Background: an optimization exercise with open tools, aiming at small area, a short achievable clock period and few clock cycles per item. Do not read the settings as production practice.
RTL that was checked went through simulation tests only; none was proved equivalent to the original.

==> 04-12 <==
Design picycle, start of the top module:
module picycle (
    input  wire         clk,
    input  wire         rst,           
    input  wire [63:0]  cmd,
    input  wire         cmd_valid,
    output wire         cmd_ready,
    output wire [31:0]  pwm_pulse,
    output reg          pwm_write,
    output wire [191:0] led,
    output wire [31:0]  seq_pos,
    output wire         seq_valid,
    output wire         seq_done,
    output wire         seq_dir,
    output wire [31:0]  seq_cycles,
    output wire         status_ill
);
Settings: LEC_CHECK=0, CAP_MARGIN=20, CORE_MARGIN=2, CORE_UTILIZATION=55, SETUP_SLACK_MARGIN=5, SLEW_MARGIN=20; clock period 12.0 ns.
standard.sh (not shown) runs the stock make flow with config.mk's settings and CLKGATE_MAP_FILE= SYNTH_SCRIPT=/design/flow/synth_recipe.tcl, a recipe that flattens the netlist after the stock synthesis.
==> flow/flow/run.sh <==
#!/bin/bash
# The standard layout, with timing repair aimed at a larger setup margin.
set -euo pipefail
bash standard.sh SETUP_SLACK_MARGIN=6 finish > standard_flow.log 2>&1
==> 12-16: changes against 04-12 <==
--- a/flow/design.v
+++ b/flow/design.v
@@ -172,13 +172,10 @@
     reg  [32:0] qm;            
     reg  [31:0] rm;            
     reg         sneg;          
     reg  [5:0]  dcnt;
     reg  [2:0]  sph;
-    reg  [6:0]  phx;           
-    wire        p_diff = phx[0], p_neg = phx[1], p_div = phx[2], p_s1 = phx[3],
-                p_s2 = phx[4], p_s3 = phx[5], p_rdy = phx[6];
     reg         rcu, rcd;      
     localparam [2:0] P_DIFF = 3'd0, P_NEG = 3'd1, P_DIV = 3'd2, P_S1 = 3'd3,
                      P_S2 = 3'd4, P_S3 = 3'd5, P_READY = 3'd6;
     reg  [31:0] cyc;
     reg         dir, done, valid, esc;
@@ -193,23 +190,23 @@
     wire [34:0] st2    = {2'b00, st, 1'b0};
     wire [32:0] qm_e   = (rcd & ~s_neg) | (rcu & s_neg) ? {qm[32:1], 1'b0} : qm;
     reg  [34:0] sx, sy;
     reg         sc;
     always @(*) begin
-        sx = ({35{p_diff}} & {{3{cfg_u[31]}}, cfg_u})
-           | ({35{p_neg}} & {{3{sl[31]}}, sl})
-           | ({35{p_div}} & {2'b00, rm, qm[32]})
-           | ({35{p_s1 | p_s2}} & gn)
-           | ({35{p_s3 | p_rdy}} & rn);
-        sy = ({35{p_diff}} & ~{{3{cfg_l[31]}}, cfg_l})
-           | ({35{p_neg}} & ~{{3{su[31]}}, su})
-           | ({35{p_div}} & ~{3'b000, st})
-           | ({35{p_s1}} & ({2'b00, rm, 1'b0} ^ {35{s_neg}}))
-           | ({35{p_s2}} & (st2 ^ {35{~s_neg}}))
-           | ({35{p_s3 | p_rdy}} & ({2'b00, qm_e} ^ {35{s_neg}}));
-        sc = p_diff | p_neg | p_div | (p_s1 & s_neg) | (p_s2 & ~s_neg)
-           | ((p_s3 | p_rdy) & (s_neg ? (rcu | ~rcd) : rcu));
+        sx = 35'd0; sy = 35'd0; sc = 1'b0;
+        case (sph)
+        P_DIFF: begin sx = {{3{cfg_u[31]}}, cfg_u}; sy = ~{{3{cfg_l[31]}}, cfg_l}; sc = 1'b1; end
+        P_NEG:  begin sx = {{3{sl[31]}}, sl}; sy = ~{{3{su[31]}}, su}; sc = 1'b1; end
+        P_DIV:  begin sx = {2'b00, rm, qm[32]}; sy = ~{3'b000, st}; sc = 1'b1; end
+        P_S1:   begin sx = gn; sy = s_neg ? ~{2'b00, rm, 1'b0} : {2'b00, rm, 1'b0}; sc = s_neg; end
+        P_S2:   begin sx = gn; sy = s_neg ? st2 : ~st2; sc = ~s_neg; end
+        default: begin
+            sx = rn;
+            sy = s_neg ? ~{2'b00, qm_e} : {2'b00, qm_e};
+            sc = s_neg ? (rcu | ~rcd) : rcu;
+        end
+        endcase
     end
     wire [34:0] ss = sx + sy + {34'd0, sc};
     wire        dv_skip = rm_z && (qm[32:25] == 8'd0) && (dcnt >= 6'd8);
     wire        gn_lo   = (gn == ~st2);            
     wire        gn_m1   = (gn == {35{1'b1}});
@@ -218,11 +215,11 @@
     wire        s2_dn   = s_neg & ss[34] & ~(gn_lo & ~r_odd);
     wire        s2_hi   = s_neg & rm_z & gn_m1 & r_odd;
     reg         f_hu, f_hl, f_in, f_ce;
     reg  [7:0]  f_ang;
     always @(posedge clk) begin
-        if (p_s3) begin
+        if (sph == P_S3) begin
             f_hu  <= ss == {{3{su[31]}}, su};
             f_hl  <= ss == {{3{sl[31]}}, sl};
             f_in  <= (ss[34:31] == 4'b0000) || (ss[34:31] == 4'b1111);
             f_ang <= clamp_ang(ss[31:0]);
         end
@@ -231,11 +228,11 @@
     wire        hit_u   = ~esc & f_hu;
     wire        hit_l   = ~esc & f_hl;
     wire        r_in    = f_in;
     wire [31:0] cyc_inc = cyc + 32'd1;
     wire        cyc_end = f_ce;
-    wire        seq_ready = p_rdy;
+    wire        seq_ready = (sph == P_READY);
     wire        do_seq  = seq_ready & ((take & is_seq_adv & ~done) | pend_seq);
     wire        seq_c   = pend_seq ? pend_c : fn[0];
     reg  [23:0] dsp_ncolor;    
     reg  [7:0]  dsp_value;
     reg         blk_en, blk_phase;
@@ -260,12 +257,11 @@
     wire        f_small   = (dfreq <= 21'd66666);           
     wire        may_flip  = ({4'd0, dv} < {dfreq, 4'd0});    
     wire        imm_small = (imm[31:4] == 28'd0);
     wire        dsp_fast  = f_small & imm_small & (eng == E_IDLE);
     wire        v_run     = vpend & ~vfix;                  
-    reg         e_big;         
-    always @(posedge clk) e_big <= (eg > BLINK_U);
+    wire        e_big = (eg > BLINK_U);
     wire        e_a1 = (eng == E_A1);
     wire [20:0] vr0 = vpend ? (dfreq & {21{vd[0]}}) : (e_a1 ? (e_big ? BLINK_U : eg) : eg);
     wire [20:0] vr1 = vpend ? ({dfreq[19:0], 1'b0} & {21{vd[1]}}) : (e_a1 ? 21'd0 : (21'd0 - BLINK_U));
     wire [20:0] vr2 = {dfreq[18:0], 2'b00} & {21{vpend & vd[2]}};
     wire [20:0] vr3 = {dfreq[17:0], 3'b000} & {21{vpend & vd[3]}};
@@ -288,61 +284,41 @@
         integer i;
         begin
             for (i = 0; i < 32; i = i + 1) rev32[i] = x[31 - i];
         end
     endfunction
-    reg [2:0] sph_n;
-    always @(*) begin
-        sph_n = sph;
-        case (sph)
-        P_DIFF: sph_n = ss[32] ? P_NEG : P_DIV;
-        P_NEG:  sph_n = P_DIV;
-        P_DIV:  if (dv_skip ? (dcnt == 6'd8) : (dcnt == 6'd1)) sph_n = P_S1;
-        P_S1:   sph_n = P_S2;
-        P_S2:   sph_n = P_S3;
-        P_S3:   sph_n = P_READY;
-        default: ;
-        endcase
-        if (do_seq) sph_n = P_S1;
-        if (take && is_seq_rst) sph_n = P_DIFF;
-        if (rst) sph_n = P_S1;
-    end
-    always @(posedge clk) begin
-        sph <= sph_n;
-        phx <= 7'd1 << sph_n;
-    end
     always @(posedge clk) begin
         if (do_seq) ang <= f_ang;
         else ang <= opc[0] ? clamp_ang(cfg_l) : clamp_ang(imm);
         if (!pend_seq) pend_c <= fn[0];
         if (!vpend || v_run) vd <= imm[3:0];
     end
     always @(posedge clk) begin
-        if (p_diff) begin
+        if (sph == P_DIFF) begin
             qm   <= {ss[31:0], 1'b0};
             sl   <= cfg_l;
             su   <= cfg_u;
             st   <= cfg_t;
             sn   <= cfg_n;
             gn   <= ~{3'b000, cfg_t};
             rm   <= 32'd0;
             dcnt <= 6'd33;
         end else begin
-            case (1'b1)
-            p_neg: qm <= {ss[31:0], 1'b0};
-            p_div: begin
+            case (sph)
+            P_NEG: qm <= {ss[31:0], 1'b0};
+            P_DIV: begin
                 if (dv_skip) begin
                     qm   <= {qm[24:0], 8'd0};
                     dcnt <= dcnt - 6'd8;
                 end else begin
                     rm   <= ~ss[34] ? ss[31:0] : sx[31:0];
                     qm   <= {qm[31:0], ~ss[34]};
                     dcnt <= dcnt - 6'd1;
                 end
             end
-            p_s1: gn <= ss;
-            p_s2: begin
+            P_S1: gn <= ss;
+            P_S2: begin
                 rcu <= s2_up | s2_hi;
                 rcd <= s2_dn | s2_lo;
                 if (s2_up || s2_dn) gn <= ss;
                 else if (s2_lo) gn <= {35{1'b1}};
                 else if (s2_hi) gn <= ~st2;
@@ -372,10 +348,11 @@
             q_ok      <= 1'b0;
             cfg_l     <= 32'd0;
             cfg_u     <= 32'd0;
             cfg_t     <= 32'd1;
             cfg_n     <= 32'd0;
+            sph       <= P_S1;
             rn        <= 35'd0;
             cyc       <= 32'd0;
             dir       <= 1'b0;
             done      <= 1'b1;
             valid     <= 1'b0;
@@ -401,11 +378,24 @@
                 if (!q_none) begin
                     act_cur   <= cur_adv;
                     pwm_write <= 1'b1;
                 end
             end
-            if (p_diff) sneg <= ss[32];
+            case (sph)
+            P_DIFF: begin
+                sneg  <= ss[32];
+                sph   <= ss[32] ? P_NEG : P_DIV;
+            end
+            P_NEG: sph <= P_DIV;
+            P_DIV: begin
+                if (dv_skip ? (dcnt == 6'd8) : (dcnt == 6'd1)) sph <= P_S1;
+            end
+            P_S1: sph <= P_S2;
+            P_S2: sph <= P_S3;
+            P_S3: sph <= P_READY;
+            default: ;
+            endcase
             if (do_seq) begin
                 pend_seq <= 1'b0;
                 rn       <= ss;
                 valid    <= 1'b1;
                 if (!r_in) esc <= 1'b1;
@@ -418,10 +408,11 @@
                     if (cyc_end) done <= 1'b1;
                 end
                 if (seq_c) begin
                     a2p_pend <= 1'b1;
                 end
+                sph <= P_S1;
             end
             vfix <= 1'b0;
             if (vfix) dv <= v_fixed;
             if (v_run) begin
                 dv       <= vdiff;
@@ -489,10 +480,11 @@
                         3'd2: if (!imm_zero) cfg_t <= imm;
                         3'd3: cfg_n <= imm;
                         default: ;
                     endcase
                 end else if (is_seq_rst) begin
+                    sph     <= P_DIFF;
                     rn      <= {{3{cfg_l[31]}}, cfg_l};
                     dir     <= 1'b0;
                     cyc     <= 32'd0;
                     done    <= 1'b0;
                     valid   <= 1'b1;
- CORE_UTILIZATION: 55 -> 40
==> 12-09: changes against 04-12 <==
--- a/flow/design.v
+++ b/flow/design.v
@@ -172,13 +172,10 @@
     reg  [32:0] qm;            
     reg  [31:0] rm;            
     reg         sneg;          
     reg  [5:0]  dcnt;
     reg  [2:0]  sph;
-    reg  [6:0]  phx;           
-    wire        p_diff = phx[0], p_neg = phx[1], p_div = phx[2], p_s1 = phx[3],
-                p_s2 = phx[4], p_s3 = phx[5], p_rdy = phx[6];
     reg         rcu, rcd;      
     localparam [2:0] P_DIFF = 3'd0, P_NEG = 3'd1, P_DIV = 3'd2, P_S1 = 3'd3,
                      P_S2 = 3'd4, P_S3 = 3'd5, P_READY = 3'd6;
     reg  [31:0] cyc;
     reg         dir, done, valid, esc;
@@ -193,23 +190,23 @@
     wire [34:0] st2    = {2'b00, st, 1'b0};
     wire [32:0] qm_e   = (rcd & ~s_neg) | (rcu & s_neg) ? {qm[32:1], 1'b0} : qm;
     reg  [34:0] sx, sy;
     reg         sc;
     always @(*) begin
-        sx = ({35{p_diff}} & {{3{cfg_u[31]}}, cfg_u})
-           | ({35{p_neg}} & {{3{sl[31]}}, sl})
-           | ({35{p_div}} & {2'b00, rm, qm[32]})
-           | ({35{p_s1 | p_s2}} & gn)
-           | ({35{p_s3 | p_rdy}} & rn);
-        sy = ({35{p_diff}} & ~{{3{cfg_l[31]}}, cfg_l})
-           | ({35{p_neg}} & ~{{3{su[31]}}, su})
-           | ({35{p_div}} & ~{3'b000, st})
-           | ({35{p_s1}} & ({2'b00, rm, 1'b0} ^ {35{s_neg}}))
-           | ({35{p_s2}} & (st2 ^ {35{~s_neg}}))
-           | ({35{p_s3 | p_rdy}} & ({2'b00, qm_e} ^ {35{s_neg}}));
-        sc = p_diff | p_neg | p_div | (p_s1 & s_neg) | (p_s2 & ~s_neg)
-           | ((p_s3 | p_rdy) & (s_neg ? (rcu | ~rcd) : rcu));
+        sx = 35'd0; sy = 35'd0; sc = 1'b0;
+        case (sph)
+        P_DIFF: begin sx = {{3{cfg_u[31]}}, cfg_u}; sy = ~{{3{cfg_l[31]}}, cfg_l}; sc = 1'b1; end
+        P_NEG:  begin sx = {{3{sl[31]}}, sl}; sy = ~{{3{su[31]}}, su}; sc = 1'b1; end
+        P_DIV:  begin sx = {2'b00, rm, qm[32]}; sy = ~{3'b000, st}; sc = 1'b1; end
+        P_S1:   begin sx = gn; sy = s_neg ? ~{2'b00, rm, 1'b0} : {2'b00, rm, 1'b0}; sc = s_neg; end
+        P_S2:   begin sx = gn; sy = s_neg ? st2 : ~st2; sc = ~s_neg; end
+        default: begin
+            sx = rn;
+            sy = s_neg ? ~{2'b00, qm_e} : {2'b00, qm_e};
+            sc = s_neg ? (rcu | ~rcd) : rcu;
+        end
+        endcase
     end
     wire [34:0] ss = sx + sy + {34'd0, sc};
     wire        dv_skip = rm_z && (qm[32:25] == 8'd0) && (dcnt >= 6'd8);
     wire        gn_lo   = (gn == ~st2);            
     wire        gn_m1   = (gn == {35{1'b1}});
@@ -218,11 +215,11 @@
     wire        s2_dn   = s_neg & ss[34] & ~(gn_lo & ~r_odd);
     wire        s2_hi   = s_neg & rm_z & gn_m1 & r_odd;
     reg         f_hu, f_hl, f_in, f_ce;
     reg  [7:0]  f_ang;
     always @(posedge clk) begin
-        if (p_s3) begin
+        if (sph == P_S3) begin
             f_hu  <= ss == {{3{su[31]}}, su};
             f_hl  <= ss == {{3{sl[31]}}, sl};
             f_in  <= (ss[34:31] == 4'b0000) || (ss[34:31] == 4'b1111);
             f_ang <= clamp_ang(ss[31:0]);
         end
@@ -231,11 +228,11 @@
     wire        hit_u   = ~esc & f_hu;
     wire        hit_l   = ~esc & f_hl;
     wire        r_in    = f_in;
     wire [31:0] cyc_inc = cyc + 32'd1;
     wire        cyc_end = f_ce;
-    wire        seq_ready = p_rdy;
+    wire        seq_ready = (sph == P_READY);
     wire        do_seq  = seq_ready & ((take & is_seq_adv & ~done) | pend_seq);
     wire        seq_c   = pend_seq ? pend_c : fn[0];
     reg  [23:0] dsp_ncolor;    
     reg  [7:0]  dsp_value;
     reg         blk_en, blk_phase;
@@ -288,61 +285,41 @@
         integer i;
         begin
             for (i = 0; i < 32; i = i + 1) rev32[i] = x[31 - i];
         end
     endfunction
-    reg [2:0] sph_n;
-    always @(*) begin
-        sph_n = sph;
-        case (sph)
-        P_DIFF: sph_n = ss[32] ? P_NEG : P_DIV;
-        P_NEG:  sph_n = P_DIV;
-        P_DIV:  if (dv_skip ? (dcnt == 6'd8) : (dcnt == 6'd1)) sph_n = P_S1;
-        P_S1:   sph_n = P_S2;
-        P_S2:   sph_n = P_S3;
-        P_S3:   sph_n = P_READY;
-        default: ;
-        endcase
-        if (do_seq) sph_n = P_S1;
-        if (take && is_seq_rst) sph_n = P_DIFF;
-        if (rst) sph_n = P_S1;
-    end
-    always @(posedge clk) begin
-        sph <= sph_n;
-        phx <= 7'd1 << sph_n;
-    end
     always @(posedge clk) begin
         if (do_seq) ang <= f_ang;
         else ang <= opc[0] ? clamp_ang(cfg_l) : clamp_ang(imm);
         if (!pend_seq) pend_c <= fn[0];
         if (!vpend || v_run) vd <= imm[3:0];
     end
     always @(posedge clk) begin
-        if (p_diff) begin
+        if (sph == P_DIFF) begin
             qm   <= {ss[31:0], 1'b0};
             sl   <= cfg_l;
             su   <= cfg_u;
             st   <= cfg_t;
             sn   <= cfg_n;
             gn   <= ~{3'b000, cfg_t};
             rm   <= 32'd0;
             dcnt <= 6'd33;
         end else begin
-            case (1'b1)
-            p_neg: qm <= {ss[31:0], 1'b0};
-            p_div: begin
+            case (sph)
+            P_NEG: qm <= {ss[31:0], 1'b0};
+            P_DIV: begin
                 if (dv_skip) begin
                     qm   <= {qm[24:0], 8'd0};
                     dcnt <= dcnt - 6'd8;
                 end else begin
                     rm   <= ~ss[34] ? ss[31:0] : sx[31:0];
                     qm   <= {qm[31:0], ~ss[34]};
                     dcnt <= dcnt - 6'd1;
                 end
             end
-            p_s1: gn <= ss;
-            p_s2: begin
+            P_S1: gn <= ss;
+            P_S2: begin
                 rcu <= s2_up | s2_hi;
                 rcd <= s2_dn | s2_lo;
                 if (s2_up || s2_dn) gn <= ss;
                 else if (s2_lo) gn <= {35{1'b1}};
                 else if (s2_hi) gn <= ~st2;
@@ -372,10 +349,11 @@
             q_ok      <= 1'b0;
             cfg_l     <= 32'd0;
             cfg_u     <= 32'd0;
             cfg_t     <= 32'd1;
             cfg_n     <= 32'd0;
+            sph       <= P_S1;
             rn        <= 35'd0;
             cyc       <= 32'd0;
             dir       <= 1'b0;
             done      <= 1'b1;
             valid     <= 1'b0;
@@ -401,11 +379,24 @@
                 if (!q_none) begin
                     act_cur   <= cur_adv;
                     pwm_write <= 1'b1;
                 end
             end
-            if (p_diff) sneg <= ss[32];
+            case (sph)
+            P_DIFF: begin
+                sneg  <= ss[32];
+                sph   <= ss[32] ? P_NEG : P_DIV;
+            end
+            P_NEG: sph <= P_DIV;
+            P_DIV: begin
+                if (dv_skip ? (dcnt == 6'd8) : (dcnt == 6'd1)) sph <= P_S1;
+            end
+            P_S1: sph <= P_S2;
+            P_S2: sph <= P_S3;
+            P_S3: sph <= P_READY;
+            default: ;
+            endcase
             if (do_seq) begin
                 pend_seq <= 1'b0;
                 rn       <= ss;
                 valid    <= 1'b1;
                 if (!r_in) esc <= 1'b1;
@@ -418,10 +409,11 @@
                     if (cyc_end) done <= 1'b1;
                 end
                 if (seq_c) begin
                     a2p_pend <= 1'b1;
                 end
+                sph <= P_S1;
             end
             vfix <= 1'b0;
             if (vfix) dv <= v_fixed;
             if (v_run) begin
                 dv       <= vdiff;
@@ -489,10 +481,11 @@
                         3'd2: if (!imm_zero) cfg_t <= imm;
                         3'd3: cfg_n <= imm;
                         default: ;
                     endcase
                 end else if (is_seq_rst) begin
+                    sph     <= P_DIFF;
                     rn      <= {{3{cfg_l[31]}}, cfg_l};
                     dir     <= 1'b0;
                     cyc     <= 32'd0;
                     done    <= 1'b0;
                     valid   <= 1'b1;
==> flow/flow/run.sh (replaced) <==
#!/bin/bash
# The standard layout, with timing repair aimed at a larger setup margin.
set -euo pipefail
bash standard.sh SETUP_SLACK_MARGIN=7 finish > standard_flow.log 2>&1
==> notes <==
In 12-16 the worst hold slack is lower than in 12-09, by 3.8 ps. Between 04-12 and 12-16, the lower synthesized cell count is in 04-12 (gap about 6%, measured against 12-16). Area after synthesis, highest first: 12-16, 04-12, 12-09. In 12-09 the sequential share of layout area is lower than in 12-16, by 0.80 points. The highest worst setup slack belongs to 12-09, the lowest to 12-16. Of 12-16 and 04-12, 04-12 has the higher sequential cell count (gap 8). Cell count: 04-12 is smaller than 12-09 (5.7%). Fmax, lowest first: 12-16, 04-12, 12-09. Via count: 04-12 is lower than 12-16 (5.2%). In 04-12 the register-to-register slack is lower than in 12-09, by 360 ps.
==> figures <==
	04-12	12-16	12-09
Post-layout nets	6120	6511	6540
Sink Count	687	679	680
Number of antenna violations at the first check in global routing	0	5	5
Iteration count of the initial detailed-routing pass	10	8	10
Tightest Pin Transition	1150 ps	1160 ps	1230 ps
Placed cell areas	0.0516 mm^2	0.0538 mm^2	0.0518 mm^2
Cell area after layout	0.0549 mm^2	0.0578 mm^2	0.0599 mm^2
Maximum clock skew at final layout	45.4 ps	64.3 ps	37.5 ps
Crit path buf inv count	5	2	4
CP Data Arrival Time	6430 ps	6480 ps	6100 ps
Outcome	finished clean	finished clean	finished clean
Met1 layer usage reported by global route	51.1%	39.8%	55.2%
Pin count of the biggest net entering global routing	108	113	83
Storage cell area	0.0165 mm^2	0.0163 mm^2	0.0164 mm^2
Count of vias placed by the detailed router	44300	46700	48600
Share of the clock period used by the worst path after layout	49.6%	49.6%	46.6%
Highest routed metal layer	met4	met5	met5
Endpoint required time on the critical path	12470 ps	12530 ps	12510 ps
Post-route minimum period	5960 ps	5960 ps	5590 ps
Number of cells on the worst reg-to-reg path	20	25	18
Non-clock inverter count	356	315	317
Testbench counts of 04-12, summed over its fixed seeds: cycles 25,575, commands 24,000.
Testbench counts of 12-09, summed over its fixed seeds: cycles 25,575, commands 24,000.
For 12-16, only the layout was checked, not whether the RTL still works.

-- afterwards: timing with drivers on the ports --
How much do the figures lean on ideal ports? The routed layouts below were timed once more, with nothing changed but the port constraints.
Step 1 sets driving cells, clkbuf_16 on the clock port and buf_2 on the other inputs (assumed; they add their load-dependent delay and slew).
Step 2 times the ports against the registers' clock, not the clock port: input delays grow and output delays shrink by t, the midpoint of the rising clock arrivals with the driver on.
Slacks: ideal / step 1 / step 2; pairs: ideal / step 1.
run	shift t [ns]	setup WS [ns]	hold WS [ns]	worst data-port slew with drivers (ns)
04-12	0.719	6.044 / 6.044 / 5.506	0.427 / 0.427 / 0.427	0.05
12-16	0.775	6.043 / 6.043 / 5.383	0.422 / 0.422 / 0.422	0.06
12-09	0.733	6.407 / 6.407 / 6.323	0.426 / 0.426 / 0.426	0.17
After both steps setup and hold are still met in every run listed. The setup slack of 12-16, which loses most, moves by 0.000 ns with the drivers and by -0.660 ns with both steps.
